This is an optimization exercise on Yosys and OpenROAD, whose aim is small area, a short achievable clock period and few clock cycles, not a production implementation. In this exercise RTL edits were held to simulation tests only and were not proved equivalent to the original. No activity file was given, so power comes from the tool's default toggle rates.

===== design/flow/constraint.sdc =====
create_clock -name core_clock -period 10.0 [get_ports {clk}]
set_input_delay 2.0000 -clock core_clock [delete_from_list [all_inputs] [get_ports {clk}]]
set_output_delay 2.0000 -clock core_clock [all_outputs]
set_load 0.01 [all_outputs]

===== design/flow/config.mk =====
export PLATFORM = sky130hd
export DESIGN_NAME = bat_ms
export DESIGN_NICKNAME = bat_ms
export VERILOG_FILES = /design/flow/design.v
export SDC_FILE = /design/flow/constraint.sdc
export NUM_CORES = 4
export LEC_CHECK = 0
export CAP_MARGIN = 20
export CORE_MARGIN = 2
export CORE_UTILIZATION = 40
export PLACE_DENSITY = 0.6
export SLEW_MARGIN = 20

===== design/flow/design.v =====
module bat_ms (
    input  wire        clk,
    input  wire        rst,
    input  wire        start,
    input  wire [1:0]  cfg_nsrc_m1,
    input  wire [15:0] cfg_bits_in_m1,           
    input  wire [15:0] cfg_in_align_repeat,      
    input  wire [15:0] cfg_in_align_bits_m1,     
    input  wire [3:0]  cfg_out_align_repeat,
    input  wire [3:0]  cfg_out_align_bits_m1,
    input  wire [15:0] cfg_repeat,
    input  wire [3:0]  in_valid,
    input  wire [3:0]  in_eod,
    input  wire [31:0] in_data,
    output wire [3:0]  in_ready,
    output wire        out_valid,
    output wire [7:0]  out_data,
    input  wire        out_ready,
    output wire        busy,
    output reg         ended_eod
);
    localparam [3:0] S_IDLE     = 4'd0,
                     S_SETUP    = 4'd1,
                     S_EXTRACT  = 4'd2,
                     S_DRAIN    = 4'd3,
                     S_INALIGN  = 4'd4,
                     S_SKIP     = 4'd5,
                     S_NEXT     = 4'd6,
                     S_OUTALIGN = 4'd7,
                     S_WEND     = 4'd8,
                     S_FLUSH    = 4'd9;
    reg [3:0]  state;
    reg [1:0]  nsrc_m1;
    reg [4:0]  bits_in [0:3];     
    reg [3:0]  in_n    [0:3];     
    reg [4:0]  in_u    [0:3];     
    reg [3:0]  out_m;             
    reg [4:0]  out_u;             
    reg [15:0] repeat_cnt;        
    reg [4:0]  in_rem  [0:3];
    reg [4:0]  out_rem;
    reg [3:0]  setup_cnt;
    reg [1:0]  src;               
    reg [3:0]  in_cd [0:3];
    reg [3:0]  out_cd;
    reg [15:0] rep_left;
    reg [4:0]  skip_left;
    reg [22:0] acc   [0:3];
    reg [4:0]  acc_n [0:3];
    reg [22:0] em;
    reg [4:0]  em_n;
    reg        drain_wend;        
    integer i;
    wire [4:0]  cur_bits  = bits_in[src];
    wire [22:0] cur_acc   = acc[src];
    wire [4:0]  cur_acc_n = acc_n[src];
    wire [4:0]  cur_left  = cur_acc_n - cur_bits;
    wire [22:0] cur_shift = cur_acc >> cur_left;
    wire [15:0] cur_mask  = (17'd1 << cur_bits) - 17'd1;
    wire [15:0] cur_sample = cur_shift[15:0] & cur_mask;
    wire        cur_valid = in_valid[src];
    wire        cur_eod   = in_eod[src];
    wire [7:0]  cur_data  = in_data[8*src +: 8];
    wire [4:0]  cur_pad   = (in_rem[src] == 5'd0) ? 5'd0 : in_u[src] - in_rem[src];
    reg  [6:0]  out_window_bits;
    always @(*) begin
        out_window_bits = 7'd0;
        for (i = 0; i < 4; i = i + 1)
            if (i <= nsrc_m1)
                out_window_bits = out_window_bits + {2'd0, bits_in[i]};
    end
    wire [10:0] out_cycle_bits = out_window_bits * out_m;
    wire [5:0]  out_rem_sh     = {out_rem, out_cycle_bits[setup_cnt]};
    wire [4:0]  out_pad = (out_rem == 5'd0) ? 5'd0 : out_u - out_rem;
    wire need_byte_ext  = (state == S_EXTRACT) && (cur_acc_n < cur_bits);
    wire need_byte_skip = (state == S_SKIP) && (skip_left != 5'd0) && (cur_acc_n == 5'd0);
    wire need_byte      = need_byte_ext || need_byte_skip;
    assign in_ready  = need_byte ? (4'b0001 << src) : 4'b0000;
    assign busy      = (state != S_IDLE);
    assign out_valid = ((state == S_DRAIN) && (em_n >= 5'd8)) ||
                       ((state == S_FLUSH) && (em_n != 5'd0));
    wire [30:0] em_win = {em, 8'd0} >> em_n;
    assign out_data  = em_win[7:0];
    wire take = need_byte && cur_valid;
    reg [8:0] in_cycle_bits;
    reg [5:0] in_rem_sh;
    always @(posedge clk) begin
        if (rst) begin
            state     <= S_IDLE;
            ended_eod <= 1'b0;
            em_n      <= 5'd0;
            for (i = 0; i < 4; i = i + 1)
                acc_n[i] <= 5'd0;
        end else begin
            case (state)
            S_IDLE: begin
                if (start) begin
                    nsrc_m1 <= cfg_nsrc_m1;
                    for (i = 0; i < 4; i = i + 1) begin
                        bits_in[i] <= {1'b0, cfg_bits_in_m1[4*i +: 4]} + 5'd1;
                        in_n[i]    <= cfg_in_align_repeat[4*i +: 4];
                        in_u[i]    <= {1'b0, cfg_in_align_bits_m1[4*i +: 4]} + 5'd1;
                        in_cd[i]   <= cfg_in_align_repeat[4*i +: 4];
                        in_rem[i]  <= 5'd0;
                        acc_n[i]   <= 5'd0;
                    end
                    out_m      <= cfg_out_align_repeat;
                    out_u      <= {1'b0, cfg_out_align_bits_m1} + 5'd1;
                    out_cd     <= cfg_out_align_repeat;
                    repeat_cnt <= cfg_repeat;
                    rep_left   <= cfg_repeat;
                    em_n       <= 5'd0;
                    out_rem    <= 5'd0;
                    setup_cnt  <= 4'd10;
                    state      <= S_SETUP;
                end
            end
            S_SETUP: begin
                for (i = 0; i < 4; i = i + 1) begin
                    in_cycle_bits = bits_in[i] * in_n[i];
                    in_rem_sh = {in_rem[i], (setup_cnt < 4'd9) ? in_cycle_bits[setup_cnt] : 1'b0};
                    in_rem[i] <= (in_rem_sh >= {1'b0, in_u[i]}) ? in_rem_sh[4:0] - in_u[i] : in_rem_sh[4:0];
                end
                out_rem <= (out_rem_sh >= {1'b0, out_u}) ? out_rem_sh[4:0] - out_u : out_rem_sh[4:0];
                setup_cnt <= setup_cnt - 4'd1;
                if (setup_cnt == 4'd0) begin
                    src   <= 2'd0;
                    state <= S_EXTRACT;
                end
            end
            S_EXTRACT: begin
                if (cur_acc_n >= cur_bits) begin
                    acc_n[src] <= cur_left;
                    em         <= (em << cur_bits) | {7'd0, cur_sample};
                    em_n       <= em_n + cur_bits;
                    drain_wend <= 1'b0;
                    state      <= S_DRAIN;
                end else if (take) begin
                    if (cur_eod) begin
                        ended_eod <= 1'b1;
                        state     <= S_FLUSH;
                    end else begin
                        acc[src]   <= {cur_acc[14:0], cur_data};
                        acc_n[src] <= cur_acc_n + 5'd8;
                    end
                end
            end
            S_DRAIN: begin
                if (em_n >= 5'd8) begin
                    if (out_ready)
                        em_n <= em_n - 5'd8;
                end else if (drain_wend) begin
                    state <= S_WEND;
                end else begin
                    state <= S_INALIGN;
                end
            end
            S_INALIGN: begin
                if (in_n[src] == 4'd0) begin
                    state <= S_NEXT;
                end else if (in_cd[src] == 4'd1) begin
                    in_cd[src] <= in_n[src];
                    skip_left  <= cur_pad;
                    state      <= S_SKIP;
                end else begin
                    in_cd[src] <= in_cd[src] - 4'd1;
                    state      <= S_NEXT;
                end
            end
            S_SKIP: begin
                if (skip_left == 5'd0) begin
                    state <= S_NEXT;
                end else if (cur_acc_n != 5'd0) begin
                    if (cur_acc_n >= skip_left) begin
                        acc_n[src] <= cur_acc_n - skip_left;
                        skip_left  <= 5'd0;
                    end else begin
                        acc_n[src] <= 5'd0;
                        skip_left  <= skip_left - cur_acc_n;
                    end
                end else if (take) begin
                    if (cur_eod) begin
                        ended_eod <= 1'b1;
                        state     <= S_FLUSH;
                    end else begin
                        acc[src]   <= {15'd0, cur_data};
                        acc_n[src] <= 5'd8;
                    end
                end
            end
            S_NEXT: begin
                if (src == nsrc_m1) begin
                    state <= S_OUTALIGN;
                end else begin
                    src   <= src + 2'd1;
                    state <= S_EXTRACT;
                end
            end
            S_OUTALIGN: begin
                if (out_m == 4'd0) begin
                    state <= S_WEND;
                end else if (out_cd == 4'd1) begin
                    out_cd     <= out_m;
                    em         <= em << out_pad;
                    em_n       <= em_n + out_pad;
                    drain_wend <= 1'b1;
                    state      <= S_DRAIN;
                end else begin
                    out_cd <= out_cd - 4'd1;
                    state  <= S_WEND;
                end
            end
            S_WEND: begin
                if (repeat_cnt != 16'd0 && rep_left == 16'd1) begin
                    ended_eod <= 1'b0;
                    state     <= S_FLUSH;
                end else begin
                    if (repeat_cnt != 16'd0)
                        rep_left <= rep_left - 16'd1;
                    src   <= 2'd0;
                    state <= S_EXTRACT;
                end
            end
            S_FLUSH: begin
                if (em_n == 5'd0)
                    state <= S_IDLE;
                else if (out_ready)
                    em_n <= 5'd0;
            end
            default: state <= S_IDLE;
            endcase
        end
    end
endmodule

===== design/flow/run.sh =====
#!/bin/bash
# synth_recipe.tcl (not shown) runs the flow's synth.tcl, then flattens the netlist and writes it again
# the make line also repeats each setting of config.mk as NAME=value (left out here)
make -C /OpenROAD-flow-scripts/flow DESIGN_CONFIG=/design/flow/config.mk WORK_HOME=/design/flow/orfs CLKGATE_MAP_FILE= SYNTH_SCRIPT=/design/flow/synth_recipe.tcl finish

==> summary.txt <==
-- layer usage --
layer / global-route usage / wire length (um) / up-vias
met1: 0.326 / 33400 / 10100
met2: 0.360 / 33100 / 835
met3: 0.0339 / 5880 / 117
li1: - / - / 9650
met4: 0.0627 / 1570 / 0
met5: 0 / 0 / -
-- cell usage after synthesis, types with 19 or more instances --
| master | instances | area (um^2) |
|---|---|---|
| mux2i_1 | 135 | 1350 |
| and2_1 | 105 | 657 |
| nand3_1 | 51 | 255 |
| edfxtp_1 | 291 | 8740 |
| o211ai_1 | 29 | 218 |
| o21ai_0 | 159 | 796 |
| nor3_1 | 51 | 255 |
| fa_1 | 48 | 961 |
| and3_1 | 19 | 119 |
| mux2_2 | 45 | 507 |
| xnor2_1 | 55 | 482 |
| o22ai_1 | 36 | 225 |
| mux4_2 | 59 | 1330 |
| nor2_1 | 214 | 803 |
| clkbuf_1 | 96 | 360 |
| a211oi_1 | 40 | 300 |
| a21oi_1 | 155 | 776 |
| a21o_1 | 32 | 240 |
| nand2b_1 | 22 | 138 |
| nand2_1 | 228 | 856 |
| inv_1 | 159 | 597 |
| ha_1 | 159 | 1990 |
| nor2b_1 | 41 | 257 |
| xor2_1 | 43 | 377 |
-- power groups by stage --
| stage | Clock (mW) | Combinational, mW | Sequential, mW |
|---|---|---|---|
| 6_report | 1.58 | 4.64 | 1.87 |
| 4_1_cts | 1.60 | 4.57 | 1.86 |
| 3_3_place_gp | 0 | 4.45 | 1.88 |
| 3_5_place_dp | 0 | 4.53 | 1.89 |
| 5_1_grt | 1.65 | 5.12 | 1.89 |
| 2_1_floorplan | 0 | 3.42 | 1.77 |
-- state kept, by name (all words and copies together), names as in the netlist, 5 cells and up, named ones only --
| name | count |
|---|---|
| out_rem | 5 |
| in_u | 20 |
| em_n | 5 |
| acc | 92 |
| in_cd | 16 |
| out_u | 5 |
| in_rem | 20 |
| acc_n | 20 |
| bits_in | 20 |
| repeat_cnt | 16 |
| rep_left | 16 |
| em | 23 |
| skip_left | 5 |
| in_n | 16 |
-- cell families after synthesis --
| logic type | count (synthesis) |
|---|---|
| fa+ha+maj | 207 |
| flops | 303 |
| simple gates | 803 |
| xor+xnor | 98 |
| mux | 239 |
| compound gates | 619 |
| buf+inv | 301 |
-- through the flow --
stage	cells	power, mW
after floorplan	2570	5.19
after global placement	3443	6.34
after detailed placement	3443	6.42
after CTS	3514	8.03
after global routing	3514	8.66
final	3514	8.09
-- worst paths after layout --
check / from / endpoint / cells after the start
setup / recovery: bits_in[0][0] / out_rem[1] / 35
hold / removal: ended_eod / ended_eod / 2
setup reg to reg: bits_in[0][0] / out_rem[1] / 35
hold reg to reg: ended_eod / ended_eod / 2
-- worst max-delay path: cells and delay by family, from the launching register on --
family,cells,cell delay (ps)
DFF,1,510
AOI/OAI and AO/OA,11,2430
buffers and inverters,3,190
and+or+nand+nor,7,1360
muxes,3,870
adders and majority gates,9,2930
xor gates and xnor gates,2,220
-- layout make-up --
cell class / count / area, um^2 / area share
clock buffers: 47 / 1020 / 0.0356
clock inverters: 24 / 409 / 0.0143
inverters: 164 / 617 / 0.0216
multi-input cells: 1966 / 14900 / 0.520
flip-flops and latches: 303 / 8980 / 0.314
well taps: 837 / 1050 / 0.0367
repair buffers: 173 / 1630 / 0.0570
==> metrics.md <==
| Metric | Value |
|---|---|
| Commonest cells after routing, fill and taps aside | `291 x edfxtp_1, 228 x nand2_1, 214 x nor2_1` |
| Synthesis-to-finish area growth | `14.3%` |
| Fin util | `0.463` |
| Die Y-Extent | `254 um` |
| ANT cells | `0` |
| Headroom to the max-slew limit | `0.274` |
| Post-synthesis cell area | `approximately 0.025 mm^2` |
| Final Wtd Congestion | `0.946` |
| Psw | `3.62 mW` |
| Worst-path maximum fanout | `8` |
| Leakage | `around 11 nW` |
| Clk sinks | `303` |
| Worst setup path category | `flip-flop to flip-flop` |
| Register area share after synthesis | `0.359` |
| Setup WS pre-CTS | `between 1000 and 1500 ps` |
| VDD IR-drop max | `about 0.19 mV` |
| CP endpoint kind | `flip-flop` |
| Gr ovfl total | `0` |
| Nets@finish | `2,972` |
| Post-route cell area | `0.0286 mm^2` |
| Synth Area in XOR/XNOR | `0.0344` |
| CTS Buffer Depth | `3` |
| Routed via count | `20,700` |
| DIE WIDTH | `between 200 and 300 um` |
| Tcrit/Tclk final | `0.881` |
| Post-CTS Setup Bufs | `0` |
| Drt wl/cell | `21.0 um` |
| Largest net degree at the start of global routing | `58` |
| Status | `finished clean` |
| Layout cells sized above 1 | `0.0897` |
| Mux cell area share after synthesis | `0.128` |
| Max Cap Viol | `0` |
| Clock network fraction of design power | `0.195` |
| Synth Flop Type | `edfxtp_1` |
| Clock slew at reported path FFs | `60 ps` |
| Internal | `roughly 4.5 mW` |
| H-tree depth | `2` |
| RSZ-0062 raised after global routing | `false` |
| Clock skew | `roughly 22 ps` |
| GRT Util Overall | `0.228` |
| Syn_nets | `2,895` |
| CTS resizes | `0` |
| Final Hold Fails | `0` |
| PortBufs | `132` |
| DRT Wirelength | `approximately 74 mm` |
| Post-Synth Adder-Cell Area | `0.118` |
| First-pass GRT wire length | `115 mm` |
| Seq pwr share | `0.231` |
| Min Clock Period, post-route | `8810 ps` |
| Setup TNS | `0 ps` |
| Switch share | `0.447` |
| Iteration-0 DRC Markers | `~2,100` |
| CP startpoint kind | `flip-flop` |
| EDFF count, synth | `291` |
| Yosys warns | `5` |
| Fin Hold WS | `between 500 and 600 ps` |
| Commonest non-fill, non-tap cell in the layout | `edfxtp_1` |
| Largest family of logic cells by synthesized area | `compound AO/OA/AOI/OAI gates` |
| CTS tree | `yes` |
| Fillers | `about 5,900` |
| Fmax | `114 MHz` |
| Asr flop ratio synth | `0` |
| Avg Inst Size Synth | `9.72 um^2` |
| Slowest-stage cell, CP | `o41ai_1` |
| DRT antenna net count | `0` |
| CP arrival | `between 9000 and 10,000 ps` |
| Drc violations | `0` |
| Die ar. | `0.0645 mm^2` |
| R2R setup slack | `1190 ps` |
| CP Data Required Time | `about 10,000 ps` |
| Post-Synthesis Cells | `2,570` |
| Final Max Slew Viols | `0` |
| Post-DP Area | `0.0271 mm^2` |
| Simple-gate portion of the synthesized area | `0.155` |
| Setup slack after layout | `around 1200 ps` |
| Final setup vio count | `0` |
| Total CTS buffers | `39` |
| Post-synthesis register bit count | `303` |
| Row count | `91` |
| Comb power frac | `0.574` |
| Distinct cells, synth | `80` |
| IO Pins | `about 130` |
| Core area | `0.0617 mm^2` |
| Antenna violations before repair | `1` |
| Via density | `a little under 6` |
| Worst slew pin tran | `1090 ps` |
| Clk Latency, worst-skew pair | `around 570 ps` |
| DRT Pass-1 Iters | `8` |
| Vias in the first global route | `20,400` |
| Compound-Gate Fraction of Synth Area | `0.159` |
| Initial Utilization | `0.405` |
| Root Buffer | `clkbuf_16` |
| # hold bufs at CTS | `0` |
| Most used cell along the critical path | `ha_1` |
| Max incr delay on CP | `680 ps` |
| Hold Crit Class | `flip-flop to flip-flop` |
| Pwr Density | `283 mW/mm^2` |
| Final HPWL DP | `~55 mm` |
Testbench counts, summed over its fixed seeds: cycles 294,229.

[what the ideal ports hide]
The results above use ideal ports. As a check the final layout listed here was re-extracted and re-timed, cells and wires unchanged.
Step 1 sets driving cells, clkbuf_16 on the clock port and buf_2 on the other inputs (assumed; they add their load-dependent delay and slew).
Step 2 times the ports against the registers' clock, not the clock port: input delays grow and output delays shrink by t, the midpoint of the rising clock arrivals with the driver on.
Slacks: ideal / step 1 / step 2; pairs: ideal / step 1.
shift t [ns]: 0.617
slack for setup (ns): 1.194 / 1.194 / 1.194
clock arrival spread, ns: 0.023 / 0.023
cell pins on the clock port's net: 1
After both steps this run still meets setup and hold. For this run, drivers alone change the setup slack by 0.000 ns; drivers and shift together by 0.000 ns.
